This is an optimization exercise on Yosys and OpenROAD, whose aim is small area, a short achievable clock period and few clock cycles, not a production implementation. In this exercise RTL edits were held to simulation tests only and were not proved equivalent to the original. No activity file was given, so power comes from the tool's default toggle rates.

==> flow/flow/run.sh <==
#!/bin/bash
set -e
export SETUP_SLACK_MARGIN=6.3
bash standard.sh > standard.log 2>&1
==> flow/standard.sh <==
#!/bin/bash
# synth_recipe.tcl (not shown) runs the flow's synth.tcl, then flattens the netlist and writes it again
# the make line also repeats each setting of config.mk as NAME=value (left out here)
make -C /OpenROAD-flow-scripts/flow DESIGN_CONFIG=/design/flow/config.mk WORK_HOME=/design/flow/orfs CLKGATE_MAP_FILE= SYNTH_SCRIPT=/design/flow/synth_recipe.tcl "${@:-finish}"
==> flow/config.mk <==
export PLATFORM = sky130hd
export DESIGN_NAME = ap4s_core
export DESIGN_NICKNAME = ap4s_core
export VERILOG_FILES = /design/flow/design.v
export SDC_FILE = /design/flow/constraint.sdc
export NUM_CORES = 4
export LEC_CHECK = 0
export CAP_MARGIN = 20
export CORE_MARGIN = 2
export CORE_UTILIZATION = 50
export CTS_BUF_LIST = sky130_fd_sc_hd__clkbuf_16
export CTS_CLUSTER_DIAMETER = 60
export CTS_CLUSTER_SIZE = 30
export PLACE_DENSITY = 0.65
export SLEW_MARGIN = 20
==> flow/constraint.sdc <==
create_clock -name core_clock -period 12.0 [get_ports {clk}]
set_input_delay 2.4000 -clock core_clock [delete_from_list [all_inputs] [get_ports {clk}]]
set_output_delay 2.4000 -clock core_clock [all_outputs]
set_load 0.01 [all_outputs]
==> flow/design.v <==
module ap4s_core (
    input  wire        clk,
    input  wire        rst,
    input  wire        req,
    input  wire        we,
    input  wire [7:0]  addr,
    input  wire [15:0] wdata,
    output reg         ack,
    output reg  [15:0] rdata
);
    localparam [3:0] E_NONE     = 4'd0;
    localparam [3:0] E_SHORT    = 4'd1;
    localparam [3:0] E_BADFCC   = 4'd2;
    localparam [3:0] E_BADDPID  = 4'd3;
    localparam [3:0] E_UNKTYPE  = 4'd4;
    localparam [3:0] E_LENGTH   = 4'd5;
    localparam [3:0] E_ALPHA    = 4'd6;
    localparam [3:0] E_ILLEGAL  = 4'd8;
    localparam [3:0] E_BUFRANGE = 4'd9;
    function is_digit(input [7:0] c);
        is_digit = (c[7:4] == 4'h3) && !(c[3] && (c[2] || c[1]));
    endfunction
    function letter5(input [4:0] c);
        letter5 = (c != 5'd0) && !(c[4] && c[3] && (c[2] || (c[1] && c[0])));
    endfunction
    function in_alpha(input [7:0] c);
        in_alpha = is_digit(c) ||
                   ((c[7:5] == 3'b010) && letter5(c[4:0])) ||
                   ((c[7:5] == 3'b011) && letter5(c[4:0])) ||
                   (c == 8'h20) || (c == 8'h23);
    endfunction
    function [3:0] n_table(input [3:0] v);
        case (v)
            4'd0: n_table = 4'h0;
            4'd1: n_table = 4'h1;
            4'd2: n_table = 4'h2;
            4'd3: n_table = 4'h4;
            4'd4: n_table = 4'h5;
            4'd5: n_table = 4'h6;
            4'd6: n_table = 4'h8;
            4'd7: n_table = 4'h9;
            4'd8: n_table = 4'hA;
            default: n_table = 4'hC;
        endcase
    endfunction
    function [5:0] c_table(input [5:0] i);
        case (i)
            6'd0:  c_table = 6'd42; 6'd1:  c_table = 6'd48; 6'd2:  c_table = 6'd49;
            6'd3:  c_table = 6'd50; 6'd4:  c_table = 6'd52; 6'd5:  c_table = 6'd53;
            6'd6:  c_table = 6'd54; 6'd7:  c_table = 6'd56; 6'd8:  c_table = 6'd57;
            6'd9:  c_table = 6'd58; 6'd10: c_table = 6'd0;  6'd11: c_table = 6'd1;
            6'd12: c_table = 6'd2;  6'd13: c_table = 6'd4;  6'd14: c_table = 6'd5;
            6'd15: c_table = 6'd6;  6'd16: c_table = 6'd8;  6'd17: c_table = 6'd9;
            6'd18: c_table = 6'd10; 6'd19: c_table = 6'd16; 6'd20: c_table = 6'd17;
            6'd21: c_table = 6'd18; 6'd22: c_table = 6'd20; 6'd23: c_table = 6'd21;
            6'd24: c_table = 6'd22; 6'd25: c_table = 6'd24; 6'd26: c_table = 6'd25;
            6'd27: c_table = 6'd26; 6'd28: c_table = 6'd32; 6'd29: c_table = 6'd33;
            6'd30: c_table = 6'd34; 6'd31: c_table = 6'd36; 6'd32: c_table = 6'd37;
            6'd33: c_table = 6'd38; 6'd34: c_table = 6'd40; 6'd35: c_table = 6'd41;
            6'd36: c_table = 6'd11; 6'd37: c_table = 6'd12; 6'd38: c_table = 6'd13;
            6'd39: c_table = 6'd14; 6'd40: c_table = 6'd15; 6'd41: c_table = 6'd19;
            6'd42: c_table = 6'd23; 6'd43: c_table = 6'd27; 6'd44: c_table = 6'd28;
            6'd45: c_table = 6'd29; 6'd46: c_table = 6'd30; 6'd47: c_table = 6'd31;
            6'd48: c_table = 6'd35; 6'd49: c_table = 6'd39; 6'd50: c_table = 6'd43;
            6'd51: c_table = 6'd44; 6'd52: c_table = 6'd45; 6'd53: c_table = 6'd46;
            6'd54: c_table = 6'd47; 6'd55: c_table = 6'd51; 6'd56: c_table = 6'd55;
            6'd57: c_table = 6'd59; 6'd58: c_table = 6'd60; 6'd59: c_table = 6'd61;
            6'd60: c_table = 6'd62; 6'd61: c_table = 6'd63; 6'd62: c_table = 6'd3;
            default: c_table = 6'd7;
        endcase
    endfunction
    function [5:0] gf_mul(input [5:0] a, input [5:0] b);
        reg [5:0] x, r;
        integer i;
        begin
            r = 6'd0;
            x = a;
            for (i = 0; i < 6; i = i + 1) begin
                if (b[i]) r = r ^ x;
                x = x[5] ? ({x[4:0], 1'b0} ^ 6'h03) : {x[4:0], 1'b0};
            end
            gf_mul = r;
        end
    endfunction
    function [5:0] cidx_tab(input [6:0] i);
        case (i)
            7'd0: cidx_tab = 6'd0; 7'd1: cidx_tab = 6'd0; 7'd2: cidx_tab = 6'd0; 7'd3: cidx_tab = 6'd0;
            7'd4: cidx_tab = 6'd0; 7'd5: cidx_tab = 6'd0; 7'd6: cidx_tab = 6'd0; 7'd7: cidx_tab = 6'd0;
            7'd8: cidx_tab = 6'd0; 7'd9: cidx_tab = 6'd0; 7'd10: cidx_tab = 6'd0; 7'd11: cidx_tab = 6'd0;
            7'd12: cidx_tab = 6'd0; 7'd13: cidx_tab = 6'd0; 7'd14: cidx_tab = 6'd0; 7'd15: cidx_tab = 6'd0;
            7'd16: cidx_tab = 6'd0; 7'd17: cidx_tab = 6'd0; 7'd18: cidx_tab = 6'd0; 7'd19: cidx_tab = 6'd0;
            7'd20: cidx_tab = 6'd0; 7'd21: cidx_tab = 6'd0; 7'd22: cidx_tab = 6'd0; 7'd23: cidx_tab = 6'd0;
            7'd24: cidx_tab = 6'd0; 7'd25: cidx_tab = 6'd0; 7'd26: cidx_tab = 6'd0; 7'd27: cidx_tab = 6'd0;
            7'd28: cidx_tab = 6'd0; 7'd29: cidx_tab = 6'd0; 7'd30: cidx_tab = 6'd0; 7'd31: cidx_tab = 6'd0;
            7'd32: cidx_tab = 6'd62; 7'd33: cidx_tab = 6'd0; 7'd34: cidx_tab = 6'd0; 7'd35: cidx_tab = 6'd63;
            7'd36: cidx_tab = 6'd0; 7'd37: cidx_tab = 6'd0; 7'd38: cidx_tab = 6'd0; 7'd39: cidx_tab = 6'd0;
            7'd40: cidx_tab = 6'd0; 7'd41: cidx_tab = 6'd0; 7'd42: cidx_tab = 6'd0; 7'd43: cidx_tab = 6'd0;
            7'd44: cidx_tab = 6'd0; 7'd45: cidx_tab = 6'd0; 7'd46: cidx_tab = 6'd0; 7'd47: cidx_tab = 6'd0;
            7'd48: cidx_tab = 6'd0; 7'd49: cidx_tab = 6'd1; 7'd50: cidx_tab = 6'd2; 7'd51: cidx_tab = 6'd3;
            7'd52: cidx_tab = 6'd4; 7'd53: cidx_tab = 6'd5; 7'd54: cidx_tab = 6'd6; 7'd55: cidx_tab = 6'd7;
            7'd56: cidx_tab = 6'd8; 7'd57: cidx_tab = 6'd9; 7'd58: cidx_tab = 6'd0; 7'd59: cidx_tab = 6'd0;
            7'd60: cidx_tab = 6'd0; 7'd61: cidx_tab = 6'd0; 7'd62: cidx_tab = 6'd0; 7'd63: cidx_tab = 6'd0;
            7'd64: cidx_tab = 6'd0; 7'd65: cidx_tab = 6'd10; 7'd66: cidx_tab = 6'd11; 7'd67: cidx_tab = 6'd12;
            7'd68: cidx_tab = 6'd13; 7'd69: cidx_tab = 6'd14; 7'd70: cidx_tab = 6'd15; 7'd71: cidx_tab = 6'd16;
            7'd72: cidx_tab = 6'd17; 7'd73: cidx_tab = 6'd18; 7'd74: cidx_tab = 6'd19; 7'd75: cidx_tab = 6'd20;
            7'd76: cidx_tab = 6'd21; 7'd77: cidx_tab = 6'd22; 7'd78: cidx_tab = 6'd23; 7'd79: cidx_tab = 6'd24;
            7'd80: cidx_tab = 6'd25; 7'd81: cidx_tab = 6'd26; 7'd82: cidx_tab = 6'd27; 7'd83: cidx_tab = 6'd28;
            7'd84: cidx_tab = 6'd29; 7'd85: cidx_tab = 6'd30; 7'd86: cidx_tab = 6'd31; 7'd87: cidx_tab = 6'd32;
            7'd88: cidx_tab = 6'd33; 7'd89: cidx_tab = 6'd34; 7'd90: cidx_tab = 6'd35; 7'd91: cidx_tab = 6'd0;
            7'd92: cidx_tab = 6'd0; 7'd93: cidx_tab = 6'd0; 7'd94: cidx_tab = 6'd0; 7'd95: cidx_tab = 6'd0;
            7'd96: cidx_tab = 6'd0; 7'd97: cidx_tab = 6'd36; 7'd98: cidx_tab = 6'd37; 7'd99: cidx_tab = 6'd38;
            7'd100: cidx_tab = 6'd39; 7'd101: cidx_tab = 6'd40; 7'd102: cidx_tab = 6'd41; 7'd103: cidx_tab = 6'd42;
            7'd104: cidx_tab = 6'd43; 7'd105: cidx_tab = 6'd44; 7'd106: cidx_tab = 6'd45; 7'd107: cidx_tab = 6'd46;
            7'd108: cidx_tab = 6'd47; 7'd109: cidx_tab = 6'd48; 7'd110: cidx_tab = 6'd49; 7'd111: cidx_tab = 6'd50;
            7'd112: cidx_tab = 6'd51; 7'd113: cidx_tab = 6'd52; 7'd114: cidx_tab = 6'd53; 7'd115: cidx_tab = 6'd54;
            7'd116: cidx_tab = 6'd55; 7'd117: cidx_tab = 6'd56; 7'd118: cidx_tab = 6'd57; 7'd119: cidx_tab = 6'd58;
            7'd120: cidx_tab = 6'd59; 7'd121: cidx_tab = 6'd60; 7'd122: cidx_tab = 6'd61; 7'd123: cidx_tab = 6'd0;
            7'd124: cidx_tab = 6'd0; 7'd125: cidx_tab = 6'd0; 7'd126: cidx_tab = 6'd0; 7'd127: cidx_tab = 6'd0;
            default: cidx_tab = 6'd0;
        endcase
    endfunction
    function ge11(input [6:0] x);
        ge11 = (x[6] | (x[5] | (x[4] | (x[3] & (x[2] | (x[1] & (x[0] & 1'b1)))))));
    endfunction
    function ge12(input [6:0] x);
        ge12 = (x[6] | (x[5] | (x[4] | (x[3] & (x[2] & (x[1] | (x[0] | 1'b1)))))));
    endfunction
    function ge13(input [6:0] x);
        ge13 = (x[6] | (x[5] | (x[4] | (x[3] & (x[2] & (x[1] | (x[0] & 1'b1)))))));
    endfunction
    function ge14(input [6:0] x);
        ge14 = (x[6] | (x[5] | (x[4] | (x[3] & (x[2] & (x[1] & (x[0] | 1'b1)))))));
    endfunction
    function ge15(input [6:0] x);
        ge15 = (x[6] | (x[5] | (x[4] | (x[3] & (x[2] & (x[1] & (x[0] & 1'b1)))))));
    endfunction
    function ge16(input [6:0] x);
        ge16 = (x[6] | (x[5] | (x[4] & (x[3] | (x[2] | (x[1] | (x[0] | 1'b1)))))));
    endfunction
    function ge17(input [6:0] x);
        ge17 = (x[6] | (x[5] | (x[4] & (x[3] | (x[2] | (x[1] | (x[0] & 1'b1)))))));
    endfunction
    function ge18(input [6:0] x);
        ge18 = (x[6] | (x[5] | (x[4] & (x[3] | (x[2] | (x[1] & (x[0] | 1'b1)))))));
    endfunction
    function ge19(input [6:0] x);
        ge19 = (x[6] | (x[5] | (x[4] & (x[3] | (x[2] | (x[1] & (x[0] & 1'b1)))))));
    endfunction
    function ge20(input [6:0] x);
        ge20 = (x[6] | (x[5] | (x[4] & (x[3] | (x[2] & (x[1] | (x[0] | 1'b1)))))));
    endfunction
    function ge21(input [6:0] x);
        ge21 = (x[6] | (x[5] | (x[4] & (x[3] | (x[2] & (x[1] | (x[0] & 1'b1)))))));
    endfunction
    function ge22(input [6:0] x);
        ge22 = (x[6] | (x[5] | (x[4] & (x[3] | (x[2] & (x[1] & (x[0] | 1'b1)))))));
    endfunction
    function ge23(input [6:0] x);
        ge23 = (x[6] | (x[5] | (x[4] & (x[3] | (x[2] & (x[1] & (x[0] & 1'b1)))))));
    endfunction
    function ge24(input [6:0] x);
        ge24 = (x[6] | (x[5] | (x[4] & (x[3] & (x[2] | (x[1] | (x[0] | 1'b1)))))));
    endfunction
    function ge25(input [6:0] x);
        ge25 = (x[6] | (x[5] | (x[4] & (x[3] & (x[2] | (x[1] | (x[0] & 1'b1)))))));
    endfunction
    function ge26(input [6:0] x);
        ge26 = (x[6] | (x[5] | (x[4] & (x[3] & (x[2] | (x[1] & (x[0] | 1'b1)))))));
    endfunction
    function ge38(input [6:0] x);
        ge38 = (x[6] | (x[5] & (x[4] | (x[3] | (x[2] & (x[1] & (x[0] | 1'b1)))))));
    endfunction
    function ge53(input [6:0] x);
        ge53 = (x[6] | (x[5] & (x[4] & (x[3] | (x[2] & (x[1] | (x[0] & 1'b1)))))));
    endfunction
    reg [6:0]   res;              
    reg [3:0]   stat_err;
    reg [1:0]   stat_btype;       
    reg         stat_ready;
    reg [6:0]   ilen;
    reg [5:0]   acc0, acc1, acc2, acc3;
    reg [7:0]   ibuf [0:63];
    reg [1:0]   od [2:64];
    reg         busy;             
    reg         enc_ph;           
    reg         num_r;            
    reg         in_field;         
    reg [7:0]   ch_r;             
    reg [4:0]   cnt;              
    reg         gf_run;           
    reg         gf_exp;           
    reg [5:0]   gop;              
    reg [7:0]   rp;               
    reg [7:0]   ma;               
    reg         pf_v;
    reg [8:0]   pf;               
    wire        enc_run = busy && enc_ph;
    wire stat_valid = (stat_btype != 2'd0);
    reg  [6:0] olen;
    reg  [4:0] nsym_m1;
    always @(*) begin
        case (stat_btype)
            2'd1:    begin olen = 7'd37; nsym_m1 = 5'd6;  end
            2'd2:    begin olen = 7'd52; nsym_m1 = 5'd11; end
            2'd3:    begin olen = 7'd67; nsym_m1 = 5'd16; end
            default: begin olen = 7'd0;  nsym_m1 = 5'd16; end
        endcase
    end
    wire [1:0] dig [0:127];
    genvar g;
    generate
        for (g = 0; g < 128; g = g + 1) begin : g_dig
            if (g == 0 || g == 65)                 assign dig[g] = 2'd1;
            else if (g == 1 || g == 52 || g == 66) assign dig[g] = 2'd3;
            else if (g < 65)                       assign dig[g] = od[g];
            else                                   assign dig[g] = 2'd0;
        end
    endgenerate
    wire a_cmd  = (addr == 8'h00);
    wire a_ibuf = (addr[7:6] == 2'b01);
    wire hit    = pf_v && (addr == rp);
    always @(*) begin
        if (we) ack = req && !busy;
        else    ack = req && hit;
        if (pf[8]) begin
            case (pf[1:0])
                2'd0: rdata = 16'h0800;
                2'd1: rdata = 16'h0401;
                2'd2: rdata = 16'h0442;
                default: rdata = 16'h0233;
            endcase
        end else begin
            rdata = {8'd0, pf[7:0]};
        end
    end
    wire do_wr   = req && we && !rst && !busy;
    wire do_cmd  = do_wr && a_cmd;
    wire do_ibuf = do_wr && a_ibuf;
    wire rd_hit  = req && !we && hit;
    wire rd_miss = req && !we && (addr != rp);
    wire [15:0] cmd  = wdata;
    wire [3:0]  c_op = cmd[15:12];
    wire [5:0]  c_a6 = cmd[11:6];
    wire [5:0]  c_b6 = cmd[5:0];
    wire [7:0]  c_ch = cmd[7:0];
    wire [1:0]  c_k  = cmd[1:0];
    reg cmd_legal;
    always @(*) begin
        case (c_op)
            4'h0, 4'h1, 4'h5, 4'hE: cmd_legal = (cmd[11:0] == 12'd0);
            4'h2, 4'h3, 4'h6, 4'hB: cmd_legal = (cmd[11:6] == 6'd0);
            4'h4:                   cmd_legal = 1'b1;
            4'h7, 4'hD:             cmd_legal = (cmd[11:2] == 10'd0);
            4'h8, 4'h9, 4'hA:       cmd_legal = (cmd[11:8] == 4'd0);
            4'hC:                   cmd_legal = ((cmd & 16'h0CCC) == 16'd0);
            default:                cmd_legal = 1'b0;
        endcase
    end
    wire [5:0] ib_a    = enc_run ? {1'b0, cnt} : ma[5:0];
    wire [7:0] ib_q    = ibuf[ib_a];
    wire [7:0] chx   = enc_run ? ch_r : c_ch;
    wire [5:0] ch_ix = cidx_tab(chx[6:0]);
    wire [5:0] ch_c  = c_table(ch_ix);
    wire [3:0] ch_n  = n_table(chx[3:0]);
    wire [5:0] sym;
    wire [5:0] lfsr_in = busy ? sym : c_b6;
    wire [5:0] lm    = acc3 ^ lfsr_in;
    wire [5:0] nacc3 = acc2 ^ gf_mul(lm, 6'd30);
    wire [5:0] nacc2 = acc1 ^ gf_mul(lm, 6'd29);
    wire [5:0] nacc1 = acc0 ^ gf_mul(lm, 6'd17);
    wire [5:0] nacc0 = gf_mul(lm, 6'd48);
    wire [5:0] syms [0:31];
    generate
        for (g = 0; g < 32; g = g + 1) begin : g_sym
            if (g < 17) begin : g_s
                assign syms[g] = {dig[2 + 3*g], dig[3 + 3*g], dig[4 + 3*g]};
            end else begin : g_z
                assign syms[g] = 6'd0;
            end
        end
    endgenerate
    assign sym = syms[cnt];
    wire [7:0] s [0:24];
    wire [24:0] sdig;
    wire [9:0]  salpha;
    generate
        for (g = 0; g < 25; g = g + 1) begin : g_s
            assign s[g] = ibuf[g];
            assign sdig[g] = is_digit(ibuf[g]);
            if (g >= 10 && g < 20) begin : g_a
                assign salpha[g - 10] = in_alpha(ibuf[g]);
            end
        end
    endgenerate
    wire len_range  = ilen[6] && (ilen[5:0] != 6'd0);    
    wire len_short  = (ilen[6:4] == 3'd0) && !(ilen[3] && (ilen[2] || ilen[1]));   
    wire long_cust  = ge26(ilen);                        
    wire cust_none  = (ilen == 7'd10);                   
    wire [14:0] cmask = {ge25(ilen), ge24(ilen), ge23(ilen), ge22(ilen), ge21(ilen),
                         ge20(ilen), ge19(ilen), ge18(ilen), ge17(ilen), ge16(ilen),
                         ge15(ilen), ge14(ilen), ge13(ilen), ge12(ilen), ge11(ilen)};
    wire fcc11 = (s[0] == 8'h31) && (s[1] == 8'h31);
    wire fcc59 = (s[0] == 8'h35) && (s[1] == 8'h39);
    wire fcc62 = (s[0] == 8'h36) && (s[1] == 8'h32);
    wire ci_digits = ((sdig[24:10] | ~cmask) == 15'h7FFF);
    wire ci_alpha  = ((salpha | ~cmask[9:0]) == 10'h3FF);
    wire is_numeric = !cust_none && ci_digits && !long_cust;   
    wire num_ok = fcc59 ? !ge19(ilen) : fcc62 ? !long_cust : 1'b0;
    wire alp_ok = fcc59 ? !ge16(ilen) : fcc62 ? !ge21(ilen) : cust_none;
    wire [1:0] row_sel = fcc11 ? 2'd1 : fcc59 ? 2'd2 : 2'd3;
    reg [3:0] enc_err;
    always @(*) begin
        if (len_range)                                     enc_err = E_BUFRANGE;
        else if (len_short)                                enc_err = E_SHORT;
        else if (!(sdig[0] && sdig[1]))                    enc_err = E_BADFCC;
        else if (sdig[9:2] != 8'hFF)                       enc_err = E_BADDPID;
        else if (!(fcc11 || fcc59 || fcc62))               enc_err = E_UNKTYPE;
        else if (long_cust)                                enc_err = E_LENGTH;
        else if (is_numeric ? !num_ok : !alp_ok)           enc_err = E_LENGTH;
        else if (!is_numeric && !ci_alpha)                 enc_err = E_ALPHA;
        else                                               enc_err = E_NONE;
    end
    wire [1:0] dpid [0:19];
    generate
        for (g = 0; g < 20; g = g + 1) begin : g_dpid
            wire [3:0] nn = n_table(s[g / 2][3:0]);
            assign dpid[g] = (g % 2 == 0) ? nn[3:2] : nn[1:0];
        end
    endgenerate
    reg [6:0]  res_nx;
    reg [3:0]  err_nx;
    reg        rdy_set, acc_clr, acc_step, gf_go;
    always @(*) begin
        res_nx   = res;
        err_nx   = E_NONE;
        rdy_set  = 1'b0;
        acc_clr  = 1'b0;
        acc_step = 1'b0;
        gf_go    = 1'b0;
        if (!cmd_legal) begin
            err_nx = E_ILLEGAL;
        end else begin
            case (c_op)
            4'h1: rdy_set = 1'b1;
            4'h2: begin rdy_set = 1'b1; gf_go = 1'b1; res_nx = 7'd0; end
            4'h3: begin rdy_set = 1'b1; gf_go = 1'b1; res_nx = 7'd1; end
            4'h4: begin rdy_set = 1'b1; res_nx = {1'b0, gf_mul(c_a6, c_b6)}; end
            4'h5: acc_clr = 1'b1;
            4'h6: begin rdy_set = 1'b1; acc_step = 1'b1; end
            4'h7: begin
                case (c_k)
                    2'd0: res_nx = {1'b0, acc3};
                    2'd1: res_nx = {1'b0, acc2};
                    2'd2: res_nx = {1'b0, acc1};
                    default: res_nx = {1'b0, acc0};
                endcase
            end
            4'h8: begin
                if (in_alpha(c_ch)) res_nx = {1'b0, ch_ix};
                else err_nx = E_ALPHA;
            end
            4'h9: begin
                if (is_digit(c_ch)) res_nx = {3'd0, ch_n};
                else err_nx = E_ALPHA;
            end
            4'hA: begin
                if (in_alpha(c_ch)) res_nx = {1'b0, ch_c};
                else err_nx = E_ALPHA;
            end
            4'hB: res_nx = {1'b0, c_b6};
            4'hC: res_nx = {1'b0, cmd[9:8], cmd[5:4], cmd[1:0]};
            4'hD: begin
                res_nx = {1'b1, 4'd0, c_k};
            end
            4'hE: begin
                rdy_set = 1'b1;
                err_nx  = enc_err;
            end
            default: ;
            endcase
        end
    end
    wire [7:0] stat_enc = {1'b1, enc_ok, enc_ok ? row_sel : 2'd0, enc_err};
    wire enc_go   = do_cmd && cmd_legal && (c_op == 4'hE);
    wire enc_ok   = (enc_err == E_NONE);
    wire lfsr_run = busy && !enc_ph && !gf_run;
    wire lfsr_end = lfsr_run && (cnt == nsym_m1);
    wire enc_last = enc_run && (num_r ? (cnt == 5'd25) : (cnt == 5'd20));
    always @(posedge clk) begin
        if (do_ibuf) ibuf[addr[5:0]] <= wdata[7:0];
    end
    wire [1:0] nd0 = in_field ? ch_n[3:2] : 2'd3;
    wire [1:0] nd1 = in_field ? ch_n[1:0] : 2'd3;
    wire [1:0] ad0 = in_field ? ch_c[5:4] : 2'd3;
    wire [1:0] ad1 = in_field ? ch_c[3:2] : 2'd3;
    wire [1:0] ad2 = in_field ? ch_c[1:0] : 2'd3;
    integer q;
    always @(posedge clk) begin
        if (enc_go) begin
            for (q = 0; q < 20; q = q + 1) od[2 + q] <= dpid[q];
        end
        if (enc_run) begin
            if (num_r) begin
                for (q = 22; q < 50; q = q + 1) od[q] <= od[q + 2];
                od[50] <= nd0; od[51] <= nd1;
            end else begin
                for (q = 22; q < 49; q = q + 1) od[q] <= od[q + 3];
                od[49] <= ad0; od[50] <= ad1; od[51] <= ad2;
            end
        end
        if (lfsr_end) begin
            case (stat_btype)
            2'd1: begin
                od[23] <= nacc3[5:4]; od[24] <= nacc3[3:2]; od[25] <= nacc3[1:0];
                od[26] <= nacc2[5:4]; od[27] <= nacc2[3:2]; od[28] <= nacc2[1:0];
                od[29] <= nacc1[5:4]; od[30] <= nacc1[3:2]; od[31] <= nacc1[1:0];
                od[32] <= nacc0[5:4]; od[33] <= nacc0[3:2]; od[34] <= nacc0[1:0];
                od[35] <= 2'd1;       od[36] <= 2'd3;
            end
            2'd2: begin
                od[38] <= nacc3[5:4]; od[39] <= nacc3[3:2]; od[40] <= nacc3[1:0];
                od[41] <= nacc2[5:4]; od[42] <= nacc2[3:2]; od[43] <= nacc2[1:0];
                od[44] <= nacc1[5:4]; od[45] <= nacc1[3:2]; od[46] <= nacc1[1:0];
                od[47] <= nacc0[5:4]; od[48] <= nacc0[3:2]; od[49] <= nacc0[1:0];
                od[50] <= 2'd1;       od[51] <= 2'd3;
            end
            default: begin
                od[53] <= nacc3[5:4]; od[54] <= nacc3[3:2]; od[55] <= nacc3[1:0];
                od[56] <= nacc2[5:4]; od[57] <= nacc2[3:2]; od[58] <= nacc2[1:0];
                od[59] <= nacc1[5:4]; od[60] <= nacc1[3:2]; od[61] <= nacc1[1:0];
                od[62] <= nacc0[5:4]; od[63] <= nacc0[3:2]; od[64] <= nacc0[1:0];
            end
            endcase
        end
    end
    function [7:0] succ(input [7:0] x);
        case (x)
            8'h02:   succ = 8'h04;       
            8'h04:   succ = 8'h80;       
            default: succ = x + 8'd1;
        endcase
    endfunction
    wire [3:0] mpos = {ge53(ma[6:0]), ge38(ma[6:0]), ge23(ma[6:0]), ge22(ma[6:0])};
    reg [8:0]  pf_mux;
    always @(*) begin
        pf_mux = 9'd0;
        if (ma[7])                 pf_mux = {7'd0, dig[ma[6:0]]};
        else if (ma[6])            pf_mux = {1'b0, ib_q};
        else if (ma[5:3] == 3'd0) begin
            case (ma[2:0])
                3'd1: pf_mux = {res[6], 2'd0, res[5:0]};
                3'd2: pf_mux = {1'b0, stat_ready, stat_valid, stat_btype, stat_err};
                3'd3: pf_mux = {2'd0, ilen};
                3'd4: pf_mux = {2'd0, olen};
                default: pf_mux = 9'd0;
            endcase
        end
    end
    reg        ma_unsafe;
    always @(*) begin
        if (gf_run)      ma_unsafe = (ma == 8'h01);
        else if (!busy)  ma_unsafe = 1'b0;
        else if (enc_ph) ma_unsafe = (ma[7:6] == 2'b01) || (ma[7] && mpos[0]);
        else case (stat_btype)
            2'd1:    ma_unsafe = ma[7] && mpos[1];
            2'd2:    ma_unsafe = ma[7] && mpos[2];
            default: ma_unsafe = ma[7] && mpos[3];
        endcase
    end
    wire pf_inval = do_wr && !a_cmd;      
    always @(posedge clk) begin
        if (rst) begin
            rp   <= 8'h02;
            ma   <= 8'h02;
            pf_v <= 1'b0;
        end else if (do_cmd) begin
            rp   <= enc_go ? 8'h02 : 8'h01;
            ma   <= enc_go ? 8'h04 : gf_go ? 8'h01 : 8'h02;
            pf   <= enc_go ? {1'b0, stat_enc} : {res_nx[6], 2'd0, res_nx[5:0]};
            pf_v <= !gf_go;
        end else if (rd_miss) begin
            rp   <= addr;
            ma   <= addr;
            pf_v <= 1'b0;
        end else if (rd_hit) begin
            rp <= ma;
            if (ma_unsafe) begin
                pf_v <= 1'b0;
            end else begin
                pf   <= pf_mux;
                ma   <= succ(ma);
            end
        end else if (!pf_v) begin
            if (!ma_unsafe && !pf_inval) begin
                pf   <= pf_mux;
                pf_v <= 1'b1;
                ma   <= succ(ma);
            end
        end else if (pf_inval) begin
            pf_v <= 1'b0;
            ma   <= rp;
        end
    end
    always @(posedge clk) begin
        if (rst) begin
            res        <= 7'd0;
            stat_err   <= 4'd0;
            stat_btype <= 2'd0;
            stat_ready <= 1'b0;
            ilen       <= 7'd0;
            acc0 <= 6'd0; acc1 <= 6'd0; acc2 <= 6'd0; acc3 <= 6'd0;
            busy       <= 1'b0;
            enc_ph     <= 1'b0;
            gf_run     <= 1'b0;
        end else begin
            if (enc_run) begin
                cnt  <= cnt + 5'd1;
                ch_r <= ib_q;
                if (cnt == ilen[4:0]) in_field <= 1'b0;
                if (enc_last) begin
                    enc_ph <= 1'b0;
                    cnt    <= 5'd0;
                    acc0 <= 6'd0; acc1 <= 6'd0; acc2 <= 6'd0; acc3 <= 6'd0;
                end
            end
            if (lfsr_run) begin
                acc0 <= nacc0; acc1 <= nacc1; acc2 <= nacc2; acc3 <= nacc3;
                cnt <= cnt + 5'd1;
                if (lfsr_end) busy <= 1'b0;
            end
            if (gf_run) begin
                if (gf_exp) begin
                    if (gop == 6'd0) begin
                        gf_run <= 1'b0;
                        busy   <= 1'b0;
                    end else begin
                        gop       <= gop - 6'd1;
                        res[5:0]  <= {res[4:0], 1'b0} ^ {4'd0, res[5], res[5]};
                    end
                end else begin
                    if (gop[5:1] == 5'd0) begin
                        gf_run <= 1'b0;
                        busy   <= 1'b0;
                    end else begin
                        gop       <= {gop[0], gop[5:1]} ^ {5'd0, gop[0]};
                        res[5:0]  <= res[5:0] + 6'd1;
                    end
                end
            end
            if (do_wr && addr == 8'h03) ilen <= wdata[6:0];
            if (do_cmd) begin
                res        <= res_nx;
                stat_err   <= err_nx;
                stat_ready <= stat_ready | rdy_set;
                if (acc_clr) begin
                    acc0 <= 6'd0; acc1 <= 6'd0; acc2 <= 6'd0; acc3 <= 6'd0;
                end
                if (acc_step) begin
                    acc0 <= nacc0; acc1 <= nacc1; acc2 <= nacc2; acc3 <= nacc3;
                end
                if (gf_go) begin
                    busy   <= 1'b1;
                    gf_run <= 1'b1;
                    gf_exp <= c_op[0];
                    gop    <= c_b6;
                end
                if (enc_go) begin
                    stat_btype <= enc_ok ? row_sel : 2'd0;
                    if (enc_ok) begin
                        busy     <= 1'b1;
                        enc_ph   <= 1'b1;
                        cnt      <= 5'd11;
                        ch_r     <= s[10];
                        num_r    <= is_numeric;
                        in_field <= !cust_none;
                    end
                end
            end
        end
    end
endmodule
==> results of run 1 <==
timing repair:
action                                  CTS  global route
endpoints found under the setup margin   81            71
hold endpoints to repair                  0             0
pin swaps                                 4             6
resized for setup                        77            28
setup buffers                            10             2
gates cloned                              2             0
cells by family after synthesis:
group / Yosys count / share of synthesized area, %
and+or+nand+nor: 1154 / 13.62
AOI/OAI and AO/OA: 875 / 15.39
DFF: 731 / 51.94
buffers and inverters: 361 / 3.804
muxes: 268 / 10.29
xor gates and xnor gates: 99 / 2.450
adders and majority gates: 80 / 2.500
other: 1 / 0.009391
metal layers:
| layer | routed length (microns) | global-route usage [%] | share of wire, % | up-vias |
|---|---|---|---|---|
| met5 | 70 | 0 | 0.050 | - |
| met1 | 55360 | 46.03 | 39 | 15590 |
| met3 | 14120 | 6.383 | 10 | 358 |
| li1 | - | - | - | 13490 |
| met2 | 63890 | 52.76 | 45 | 1954 |
| met4 | 7413 | 15.79 | 5.3 | 10 |
power groups by stage:
stage          Sequential, mW  Clock, mW  Combinational, mW
4_1_cts                  2.78       2.13              0.889
5_1_grt                  2.78       2.23              0.959
6_report                 2.78       2.12              0.913
3_5_place_dp             2.83          0              0.876
3_3_place_gp             2.83          0              0.874
2_1_floorplan            2.82          0              0.570
worst paths after layout:
path,end,from,slack (ns)
max,ack,addr[6],6.15
min,stat_err[0],stat_err[0],0.47
max reg2reg,od[53][1],cnt[0],6.43
min reg2reg,stat_err[0],stat_err[0],0.47
state kept, by name, indices dropped and copies added, names as in the netlist, 7 cells and up:
| register | count |
|---|---|
| ibuf | 512 |
| od | 104 |
| g_dpid.nn | 20 |
| pf | 9 |
| ma | 8 |
| rp | 8 |
| ch_r | 7 |
| ilen | 7 |
| res | 7 |
cell type report:
class	count	area, sq um
multi-input cells	2481	18010
flip-flops and latches	731	20740
repair inverters	2	15.01
repair buffers	110	932.1
inverters	105	405.4
clock inverters	51	658.1
clock buffers	59	1476
well taps	1050	1314
fillers	6648	35450
layout by cell type, fill, tap and decap left out, types with 20 or more instances in the layout:
| cell type | synthesis | final |
|---|---|---|
| a21oi_1 | 136 | 136 |
| and3_1 | 37 | 36 |
| edfxtp_1 | 610 | 610 |
| a22oi_1 | 56 | 56 |
| a221oi_1 | 22 | 22 |
| o211ai_1 | 58 | 58 |
| ha_1 | 79 | 75 |
| a21o_1 | 26 | 26 |
| nand3b_1 | 20 | 20 |
| nor3_1 | 64 | 63 |
| o21ai_0 | 204 | 202 |
| mux4_2 | 112 | 112 |
| a22o_1 | 29 | 29 |
| a311oi_1 | 38 | 37 |
| buf_4 | 13 | 67 |
| nand3_1 | 118 | 118 |
| a31oi_1 | 29 | 27 |
| xor2_1 | 29 | 29 |
| a211oi_1 | 35 | 34 |
| nor2b_1 | 29 | 27 |
| nor2_1 | 254 | 251 |
| a32oi_1 | 20 | 20 |
| inv_1 | 102 | 103 |
| clkbuf_16 | 0 | 59 |
| mux2i_1 | 139 | 135 |
| and2_1 | 22 | 20 |
| xnor2_1 | 61 | 61 |
| dfxtp_1 | 121 | 121 |
| nand2_1 | 444 | 441 |
| nand4_1 | 25 | 25 |
| nand2b_1 | 23 | 23 |
worst max-delay path: cells and delay by family:
family        cells  cell delay (ns)
buf+inv           2             0.29
simple gates      3             0.60
xor+xnor          1             0.16
==> metrics.csv, run 1 <==
stage,metric,value,unit
finish,Diodes inserted,0,
power_and_ir_drop,Comb power frac,15.7,%
clock_tree,CTS H-tree depth,2,
routing,ANT nets after route,0,
synth,synth warn,2,
clock_tree,CTS Buffer Depth,3,
hold_path,worst hold path depth,2,
routing,initial drt markers,4316,
setup_path,Worst path max stage delay,0.35,ns
placed_design,final weighted congestion in routability-driven placement,1.003,
placed_design,Placed Cells,4463,
timing,Slew HR,26.68,%
timing,fin crit share,48.76,%
routing,vias per inst,6.843,
synth,Syn Std Cell Area,39930,sq um
global_route,vias in the first global route,30040,
routing,Post-Route WL,140.9,mm
timing,FMAX,170.9,MHz
finish,final core occ,55.13,%
power_and_ir_drop,Seq pwr share,47.8,%
timing,measured slew at the worst slew-check pin,1.096,ns
synth,fraction of registers with async set/reset,0,%
synth,Synth top area share,45.87,%
hold_path,min-delay worst type,flip-flop to flip-flop,
placed_design,Post-DP Area,41110,sq um
clock_tree,CTS root buf,clkbuf_16,
power_and_ir_drop,Net Sw Frac,29.52,%
power_and_ir_drop,Static Leak,14.88,nW
routing,Vias,31400,
synth,Mapped Avg Cell Area,11.19,sq um
setup_path,CP max-delay cell,nor4_2,
floorplan,Chip Height,286.6,microns
global_route,first-pass GRT wire length,205.3,mm
synth,number of synthesized register bits,731,
finish,layout cells sized above 1,11.75,%
setup_path,Worst Setup End Kind,primary output,
run_status,outcome,finished clean,
timing,max-slew violations,0,
setup_path,Startpoint Class,input port,
timing,Setup TNS,0,ns
timing,final worst setup slack,6.149,ns
routing,WL/cell,30.69,microns
clock_tree,CTS buffer count,58,
synth,cell count after synthesis,3569,
power_and_ir_drop,Net Switching,1.716,mW
routing,Pre-antenna DRT Iters,8,
synth,Synth top cells by count,"edfxtp_1 (610), nand2_1 (444), nor2_1 (254)",
clock_tree,worst-skew pair later-pin latency,0.70,ns
clock_tree,# hold bufs at CTS,0,
finish,final instance area,43550,sq um
setup_path,"Worst Path Class, Setup",input port to primary output,
synth,Synth area leaders,"edfxtp_1 (46%), mux4_2 (6.3%), dfxtp_1 (6.1%)",
timing,min cycle time layout,5.851,ns
global_route,Overflow after GRT,0,
clock_tree,CTS tree,built,
setup_path,worst-path fanout max,7,
flow_run,Max-Cap Viols,0,
finish,Syn-to-layout area delta,9.071,%
timing,unrepaired setup endpoints after global routing,true,
finish,Post-Layout Cell Count,4589,
timing,Final Setup Violations,0,
synth,Post-synth EDFFs,610,
clock_tree,Clock Sinks,731,
clock_tree,clk slew on worst S/H paths,0.05,ns
synth,most frequent cell after synthesis,edfxtp_1,
synth,top_reg_cell synth,edfxtp_1,
power_and_ir_drop,worst vdd ir,0.0001576,V
global_route,initial antenna violation count,7,
floorplan,site row count,103,
finish,Nets,3596,
floorplan,starting density of the core,50.55,%
setup_path,"Critical Path, Cell by Cell","clkbuf_4, xor2_1, nor4_2, nand3_1, nand2_1, buf_2",
setup_path,worst path required time,9.60,ns
floorplan,Die X,286.6,microns
floorplan,Die ar.,82140,sq um
timing,skew final,0.08148,ns
setup_path,crit path DAT,3.45,ns
routing,DRC Markers,0,
timing,hold slack,0.4730,ns
synth,"area leader, netlist",edfxtp_1,
setup_path,worst r2r path cells,9,
global_route,gr usage total,33.87,%
floorplan,io pins,45,
floorplan,Core Box Area,79000,sq um
timing,"Hold Vio Cnt, Final",0,
power_and_ir_drop,Pint,4.095,mW
placed_design,Port Buffers,39,
global_route,largest net degree at the start of global routing,111,
synth,post-synthesis sequential area ratio,51.94,%
power_and_ir_drop,Pwr Total,5.811,mW
power_and_ir_drop,Clk pwr share,36.5,%
placed_design,DP Wirelength,99.68,mm
synth,"Distinct cells, synth",107,
placed_design,Place WS,4.939,ns
power_and_ir_drop,PwrDens,133.4,nW/um^2
Testbench counts, summed over its fixed seeds: cycles 16,192.
==> run 2, diff against run 1 <==
==> flow/flow/run.sh (replaced) <==
#!/bin/bash
set -e
export SETUP_SLACK_MARGIN=6.5
bash standard.sh > standard.log 2>&1
==> metrics.csv, run 2 <==
stage,metric,value,unit,change
run_status,outcome,finished clean,,
global_route,met1 global-route usage,44.70,%,-1.3 points
global_route,met2 GRT Util,52.26,%,-0.50 points
setup_path,slack of the worst reg-to-reg path,6.65,ns,+0.22 ns
finish,layout cells sized above 1,13.35,%,+1.6 points
synth,"Distinct cells, synth",107,,unchanged
placed_design,Placed Cells,4462,,-0.022%
synth,number of synthesized register bits,731,,unchanged
clock_tree,# hold bufs at CTS,0,,unchanged
finish,max reg flops,512,,unchanged
clock_tree,Clock Sinks,731,,unchanged
timing,skew final,0.09836,ns,+0.01688 ns
placed_design,final weighted congestion in routability-driven placement,1.017,,+1.4%
clock_tree,worst-skew pair later-pin latency,0.71,ns,about the same
hold_path,worst hold path depth,2,,unchanged
clock_tree,CTS root buf,clkbuf_16,,
global_route,initial antenna violation count,3,,-4
synth,top_reg_cell synth,edfxtp_1,,
finish,final core occ,56.02,%,+0.89 points
floorplan,io pins,45,,unchanged
synth,"area leader, netlist",edfxtp_1,,
setup_path,"Worst Path Class, Setup",input port to primary output,,
finish,Post-Layout Cell Count,4610,,+0.46%
placed_design,DP Wirelength,96.48,mm,-3.2%
global_route,largest net degree at the start of global routing,111,,unchanged
power_and_ir_drop,PwrDens,133.3,nW/um^2,about the same
timing,max-slew violations,0,,unchanged
routing,vias per inst,6.849,,about the same
finish,Nets,3617,,+0.58%
synth,Syn Std Cell Area,39930,sq um,unchanged
timing,measured slew at the worst slew-check pin,1.130,ns,+0.03421 ns
timing,Slew HR,22.72,%,-4.0 points
finish,most frequent cells in the layout,"edfxtp_1 (610), nand2_1 (441), nor2_1 (251), o21ai_0 (199)",,
setup_path,Worst Setup End Kind,primary output,,
global_route,Overflow after GRT,0,,unchanged
floorplan,Die ar.,82140,sq um,unchanged
finish,"commonest non-fill, non-tap cell in the layout",edfxtp_1,,
global_route,first-pass GRT wire length,203.2,mm,-1.0%
routing,Post-Route WL,139.8,mm,-0.72%
setup_path,Worst path max stage delay,0.33,ns,-0.02 ns
setup_path,worst-path fanout max,4,,-3
clock_tree,CTS buffer count,57,,-1.7%
synth,fraction of registers with async set/reset,0,%,unchanged
setup_path,worst r2r path cells,9,,unchanged
clock_tree,clk slew on worst S/H paths,0.07,ns,+0.02 ns
clock_tree,CTS tree,built,,
floorplan,Chip Height,286.6,microns,unchanged
synth,post-synthesis sequential area ratio,51.94,%,unchanged
hold_path,Worst Hold Endpoint,stat_err[0],,
clock_tree,CTS H-tree depth,2,,unchanged
routing,DRC Markers,0,,unchanged
global_route,busiest grt layer,met2,,
synth,Synth top area share,45.87,%,unchanged
setup_path,Worst R2R End,od[53][1],,
timing,unrepaired setup endpoints after global routing,true,,
timing,Setup TNS,0,ns,unchanged
power_and_ir_drop,worst vdd ir,0.0001622,V,+2.9%
setup_path,crit path from,addr[5],,
hold_path,Hold Path Origin,stat_err[0],,
synth,Mapped Avg Cell Area,11.19,sq um,unchanged
synth,cell count after synthesis,3569,,unchanged
setup_path,crit path DAT,3.39,ns,-0.06 ns
hold_path,min-delay worst type,flip-flop to flip-flop,,
timing,"Hold Vio Cnt, Final",0,,unchanged
global_route,gr usage total,33.45,%,-0.42 points
synth,Post-synth EDFFs,610,,unchanged
finish,Syn-to-layout area delta,10.83,%,
flow_run,Max-Cap Viols,0,,unchanged
setup_path,Startpoint Class,input port,,
setup_path,reg2reg start,cnt[0],,
placed_design,Port Buffers,39,,unchanged
timing,Final Setup Violations,0,,unchanged
synth,Synth top cells by count,"edfxtp_1 (610), nand2_1 (444), nor2_1 (254)",,
routing,Pre-antenna DRT Iters,8,,unchanged
global_route,grt met3 use,6.145,%,-0.24 points
routing,Vias,31570,,+0.54%
routing,WL/cell,30.33,microns,-1.2%
setup_path,"Critical Path, Cell by Cell","buf_12, xor2_2, nor4_2, nand3_1, nand2_2, buf_6",,
floorplan,site row count,103,,unchanged
routing,initial drt markers,4212,,-2.4%
synth,Synth area leaders,"edfxtp_1 (46%), mux4_2 (6.3%), dfxtp_1 (6.1%)",,
synth,synth warn,2,,unchanged
timing,FMAX,172.7,MHz,+1.1%
floorplan,Core Box Area,79000,sq um,unchanged
timing,fin crit share,48.25,%,-0.52 points
global_route,vias in the first global route,29950,,-0.30%
routing,ANT nets after route,0,,unchanged
clock_tree,CTS Buffer Depth,3,,unchanged
power_and_ir_drop,Static Leak,15.14,nW,+1.8%
setup_path,CP max-delay cell,nor4_2,,
setup_path,worst path required time,9.60,ns,about the same
synth,most frequent cell after synthesis,edfxtp_1,,
floorplan,Die X,286.6,microns,unchanged
timing,min cycle time layout,5.789,ns,-0.06184 ns
floorplan,starting density of the core,50.55,%,unchanged
run 2: cell count changes in the layout (fill, tap and decap cells not counted), moves of 5 or more:
cell,delta
xor2_2,+7
buf_2,-7
buf_12,+5
buf_4,+11
buf_6,+9
xor2_1,-7
run 2: worst max-delay path by stage:
stage | to | slack [ns] | depth (start not counted)
global placement | pf[0] | 4.90 | 13
detailed placement | pf[0] | 4.88 | 13
floorplan | ack | 6.37 | 5
global route | ack | 6.19 | 6
finish | ack | 6.21 | 6
CTS | ack | 6.15 | 7
run 2: worst max-delay path, delay by kind of cell:
kind / cells / cell delay (ns)
xor+xnor: 1 / 0.13
buf+inv: 2 / 0.22
simple gates: 3 / 0.64
run 2: per-stage QoR:
step / worst slack, ns / total power [mW] / area, sq um / hold slack [ns]
6_report: 6.211 / 5.900 / 44250 / 0.4682
5_1_grt: 6.192 / 6.058 / 44250 / 0.4853
4_1_cts: 6.150 / 5.863 / 43780 / 0.4608
3_5_place_dp: 4.878 / 3.708 / 41160 / 0.4502
3_3_place_gp: 4.904 / 3.705 / 41150 / 0.4518
2_1_floorplan: 6.372 / 3.396 / 40120 / 0.4272
run 2: where the power goes:
part	leakage [nW]	total [mW]	internal (mW)	switching (mW)
Clock	1.06	2.18	1.04	1.14
Combinational	7.59	0.943	0.336	0.607
Sequential	6.49	2.78	2.76	0.0210
run 2: cells by family (layout without fill, tap and decap cells):
group | after synthesis | count (layout) | synth area share (%)
multiplexers | 268 | 268 | 10.29
flip-flops | 731 | 731 | 51.94
adder cells (fa/ha/maj) | 80 | 80 | 2.500
AO/OA/AOI/OAI | 875 | 875 | 15.39
XOR/XNOR | 99 | 99 | 2.450
other | 1 | 8 | 0.009391
AND/OR/NAND/NOR | 1154 | 1155 | 13.62
buffers and inverters | 361 | 344 | 3.804
run 2: area by class of cell:
type                    instances  area, sq um
repair buffers                131         1269
multi-input cells            2482        18290
inverters                     105        405.4
flip-flops and latches        731        20740
well taps                    1050         1314
clock buffers                  57         1426
fillers                      6636        34740
clock inverters                49        787.0
repair inverters                2        12.51
diodes                          3        7.507
run 2: what timing repair did:
item                       in CTS  in global routing
cloned                          3                  1
setup buffers                  20                 14
pin swaps                       7                 13
resized for setup              95                 85
setup endpoints to repair     101                 90
run 2: per-layer routing:
metal  wire length (microns)  part of all wire [%]
met2                   63160                    45
met1                   54700                    39
met5                       0                     0
met4                    8732                   6.2
met3                   13250                   9.5
==> run 3, diff against run 2 <==
==> flow/run.sh (new file) <==
#!/bin/bash
# synth_recipe.tcl (not shown) runs the flow's synth.tcl, then flattens the netlist and writes it again
# the make line also repeats each setting of config.mk as NAME=value (left out here)
make -C /OpenROAD-flow-scripts/flow DESIGN_CONFIG=/design/flow/config.mk WORK_HOME=/design/flow/orfs CLKGATE_MAP_FILE= SYNTH_SCRIPT=/design/flow/synth_recipe.tcl finish
--- a/flow/config.mk
+++ b/flow/config.mk
@@ -12,4 +12,5 @@
 export CTS_CLUSTER_DIAMETER = 60
 export CTS_CLUSTER_SIZE = 30
 export PLACE_DENSITY = 0.65
+export SETUP_SLACK_MARGIN = 5
 export SLEW_MARGIN = 20
removed: flow/flow/run.sh
removed: flow/standard.sh
==> metrics.csv, run 3 <==
stage,metric,value,unit,change
routing,WL/cell,30.80,microns,+1.5%
routing,vias per inst,6.894,,+0.66%
routing,Post-Route WL,141.0,mm,+0.80%
synth,fraction of registers with async set/reset,0,%,unchanged
global_route,vias in the first global route,29900,,-0.18%
clock_tree,CTS H-tree depth,2,,unchanged
timing,min cycle time layout,6.834,ns,+1.044 ns
power_and_ir_drop,Clk pwr share,37.3,%,+0.3 points
global_route,initial antenna violation count,3,,unchanged
synth,number of synthesized register bits,731,,unchanged
routing,wl on met1,55.13,mm,+0.78%
floorplan,Die X,286.6,microns,unchanged
synth,post-synthesis sequential area ratio,51.94,%,unchanged
power_and_ir_drop,Static Leak,14.79,nW,-2.4%
finish,final instance area,43280,sq um,-2.2%
synth,Synth top cells by count,"edfxtp_1 (610), nand2_1 (444), nor2_1 (254)",,
synth,"area leader, netlist",edfxtp_1,,
timing,Slew HR,23.26,%,+0.54 points
clock_tree,Clock Sinks,731,,unchanged
floorplan,Chip Height,286.6,microns,unchanged
finish,Syn-to-layout area delta,8.379,%,
timing,"Hold Vio Cnt, Final",0,,unchanged
placed_design,Port Buffers,39,,unchanged
synth,cell count after synthesis,3569,,unchanged
finish,layout cells sized above 1,10.47,%,-2.9 points
routing,Vias,31550,,-0.086%
finish,storage element area,20740,sq um,unchanged
synth,"Distinct cells, synth",107,,unchanged
routing,ANT nets after route,0,,unchanged
routing,DRC Markers,0,,unchanged
finish,Multi-input gate area,17820,sq um,-2.6%
floorplan,site row count,103,,unchanged
finish,"commonest non-fill, non-tap cell in the layout",edfxtp_1,,
global_route,gr usage total,34.00,%,+0.54 points
power_and_ir_drop,Pint,4.148,mW,+0.38%
synth,Synth area leaders,"edfxtp_1 (46%), mux4_2 (6.3%), dfxtp_1 (6.1%)",,
synth,Mapped Avg Cell Area,11.19,sq um,unchanged
power_and_ir_drop,Net Switching,1.710,mW,-3.2%
run_status,outcome,finished clean,,
timing,skew final,0.09569,ns,-0.002673 ns
routing,met3 routed WL,15.85,mm,+20%
timing,Setup TNS,0,ns,unchanged
clock_tree,clk slew on worst S/H paths,0.07,ns,about the same
routing,initial drt markers,4572,,+8.5%
clock_tree,CTS root buf,clkbuf_16,,
timing,measured slew at the worst slew-check pin,1.147,ns,+0.01687 ns
setup_path,Worst Setup End Kind,primary output,,
timing,unrepaired setup endpoints after global routing,false,,
routing,Pre-antenna DRT Iters,9,,+1
global_route,first-pass GRT wire length,206.5,mm,+1.6%
setup_path,Startpoint Class,input port,,
timing,FMAX,146.3,MHz,-15%
timing,Final Setup Violations,0,,unchanged
finish,most frequent cells in the layout,"edfxtp_1 (610), nand2_1 (443), nor2_1 (253), o21ai_0 (203), mux2i_1 (138)",,
finish,Fillers,6708,,+1.1%
power_and_ir_drop,worst vdd ir,0.0001442,V,-11%
clock_tree,CTS Buffer Depth,3,,unchanged
global_route,Overflow after GRT,0,,unchanged
clock_tree,# hold bufs at CTS,0,,unchanged
clock_tree,CTS buffer count,59,,+3.5%
floorplan,io pins,45,,unchanged
global_route,largest net degree at the start of global routing,111,,unchanged
routing,highest metal used,met5,,
power_and_ir_drop,Net Sw Frac,29.18,%,-0.77 points
synth,Post-synth EDFFs,610,,unchanged
finish,Nets,3580,,-1.0%
clock_tree,CTS tree,built,,
timing,max-slew violations,0,,unchanged
floorplan,Die ar.,82140,sq um,unchanged
setup_path,"Worst Path Class, Setup",input port to primary output,,
finish,max reg flops,512,,unchanged
synth,Synth top area share,45.87,%,unchanged
floorplan,Core Box Area,79000,sq um,unchanged
flow_run,Max-Cap Viols,0,,unchanged
timing,fin crit share,56.95,%,+8.7 points
clock_tree,worst-skew pair later-pin latency,0.71,ns,about the same
hold_path,min-delay worst type,flip-flop to flip-flop,,
power_and_ir_drop,Seq pwr share,47.4,%,+0.3 points
synth,synth warn,2,,unchanged
floorplan,starting density of the core,50.55,%,unchanged
synth,Syn Std Cell Area,39930,sq um,unchanged
placed_design,final weighted congestion in routability-driven placement,0.9848,,-3.2%
setup_path,worst-path fanout max,7,,+3
setup_path,crit path DAT,4.43,ns,+1.04 ns
synth,top_reg_cell synth,edfxtp_1,,
setup_path,worst path required time,9.60,ns,about the same
routing,WL met2,62.19,mm,-1.5%
power_and_ir_drop,Comb power frac,15.3,%,-0.7 points
placed_design,Post-DP Area,41050,sq um,-0.25%
power_and_ir_drop,PwrDens,135.4,nW/um^2,+1.5%
synth,most frequent cell after synthesis,edfxtp_1,,
placed_design,DP Wirelength,98.97,mm,+2.6%
-- run 3: cell types whose count changed in the layout (fill, tap and decap cells not counted), sizes merged, moves of 2 or more --
cell | before | now
dlygate4sd2 | 2 | 0
clkinvlp | 4 | 1
dlymetal6s2s | 3 | 0
clkdlybuf4s50 | 16 | 30
inv | 128 | 130
bufinv | 3 | 5
buf | 108 | 65
-- run 3: per-layer routing --
layer / track usage (%) / vias up
li1: - / 13500
met1: 46.92 / 15580
met2: 51.38 / 2079
met3: 7.528 / 384
met4: 15.65 / 4
met5: 0 / -
-- run 3: logic make-up (layout without fill, tap and decap cells) --
family          after synthesis  after routing  share of synthesized area [%]
other cells                   1              7                       0.009391
mux                         268            268                          10.29
simple gates               1154           1154                          13.62
xor+xnor                     99             99                          2.450
flops                       731            731                          51.94
buf+inv                     361            312                          3.804
fa+ha+maj                    80             80                          2.500
compound gates              875            875                          15.39
-- run 3: through the flow --
stage / power [mW] / util (%) / instances / hold slack (ns) / setup WS [ns]
floorplan: 3.389 / - / 3573 / 0.4272 / 6.098
global placement: 3.699 / 51.97 / 4462 / 0.4408 / 4.922
detailed placement: 3.703 / 51.97 / 4462 / 0.4511 / 4.853
CTS: 5.849 / 54.75 / 4574 / 0.4636 / 5.137
global route: 6.015 / 54.77 / 4574 / 0.4937 / 5.061
finish: 5.858 / 54.78 / 4576 / 0.4770 / 5.166
-- run 3: area by class of cell --
class                           instances  share of cell area [%]
Timing Repair Buffer                   95                   1.862
Sequential cell                       731                   47.92
Inverter                              105                  0.9136
Tap cell                             1050                   3.036
Clock buffer                           59                   3.412
Antenna cell                            2                 0.01156
Clock inverter                         53                   1.671
Multi-Input combinational cell       2481                   41.17
-- run 3: final timing paths --
check              startpoint     endpoint  slack, ns  cells after the start
setup reg to reg         busy        pf[7]       6.37                     13
hold / removal    stat_err[0]  stat_err[0]       0.48                      2
hold reg to reg   stat_err[0]  stat_err[0]       0.48                      2
setup / recovery      addr[6]          ack       5.17                      6
-- run 3: power groups by stage --
| stage | sequential [mW] | combinational [mW] | clock [mW] |
|---|---|---|---|
| 2_1_floorplan | 2.82 | 0.567 | 0 |
| 3_3_place_gp | 2.83 | 0.865 | 0 |
| 3_5_place_dp | 2.83 | 0.869 | 0 |
| 4_1_cts | 2.78 | 0.873 | 2.20 |
| 5_1_grt | 2.78 | 0.943 | 2.29 |
| 6_report | 2.78 | 0.895 | 2.19 |
-- run 3: timing repair --
item / CTS / global route
buffers inserted: 0 / 0
endpoints found under the setup margin: 0 / 1
hold endpoints to repair: 0 / 0
resized for setup: 0 / 1
-- run 3: critical path, stage by stage --
cell	delay [ns]
clkdlybuf4s50_1	0.55
xor2_1	0.21
nor4_1	0.44
nand3_1	0.19
nand2_1	0.11
clkdlybuf4s50_1	0.53

==> separate check: timing with driven ports <==
Ports are ideal in the flow. The routed layouts listed here were re-timed in OpenROAD.
Step 1 sets driving cells, clkbuf_16 on the clock port and buf_2 on the other inputs (assumed; they add their load-dependent delay and slew).
Step 2 also shifts input and output timing later by t, the mid clock arrival at the registers, as if the neighbouring blocks saw the same clock.
Slacks: ideal ports / drivers / drivers and shift; pairs: ideal ports / drivers.
run | t (ns) | slack for setup (ns) | hold WS [ns] | latest minus earliest clock arrival (ns)
run 1 | 0.726 | 6.149 / 6.118 / 5.660 | 0.473 / 0.473 / 0.473 | 0.085 / 0.085
run 2 | 0.733 | 6.211 / 6.133 / 5.847 | 0.468 / 0.468 / 0.468 | 0.105 / 0.106
run 3 | 0.732 | 5.166 / 5.140 / 4.669 | 0.477 / 0.477 / 0.477 | 0.098 / 0.098
After both steps setup and hold are still met in every run listed. For run 3, which loses most, drivers alone change the setup slack by -0.026 ns; drivers and shift together by -0.497 ns.
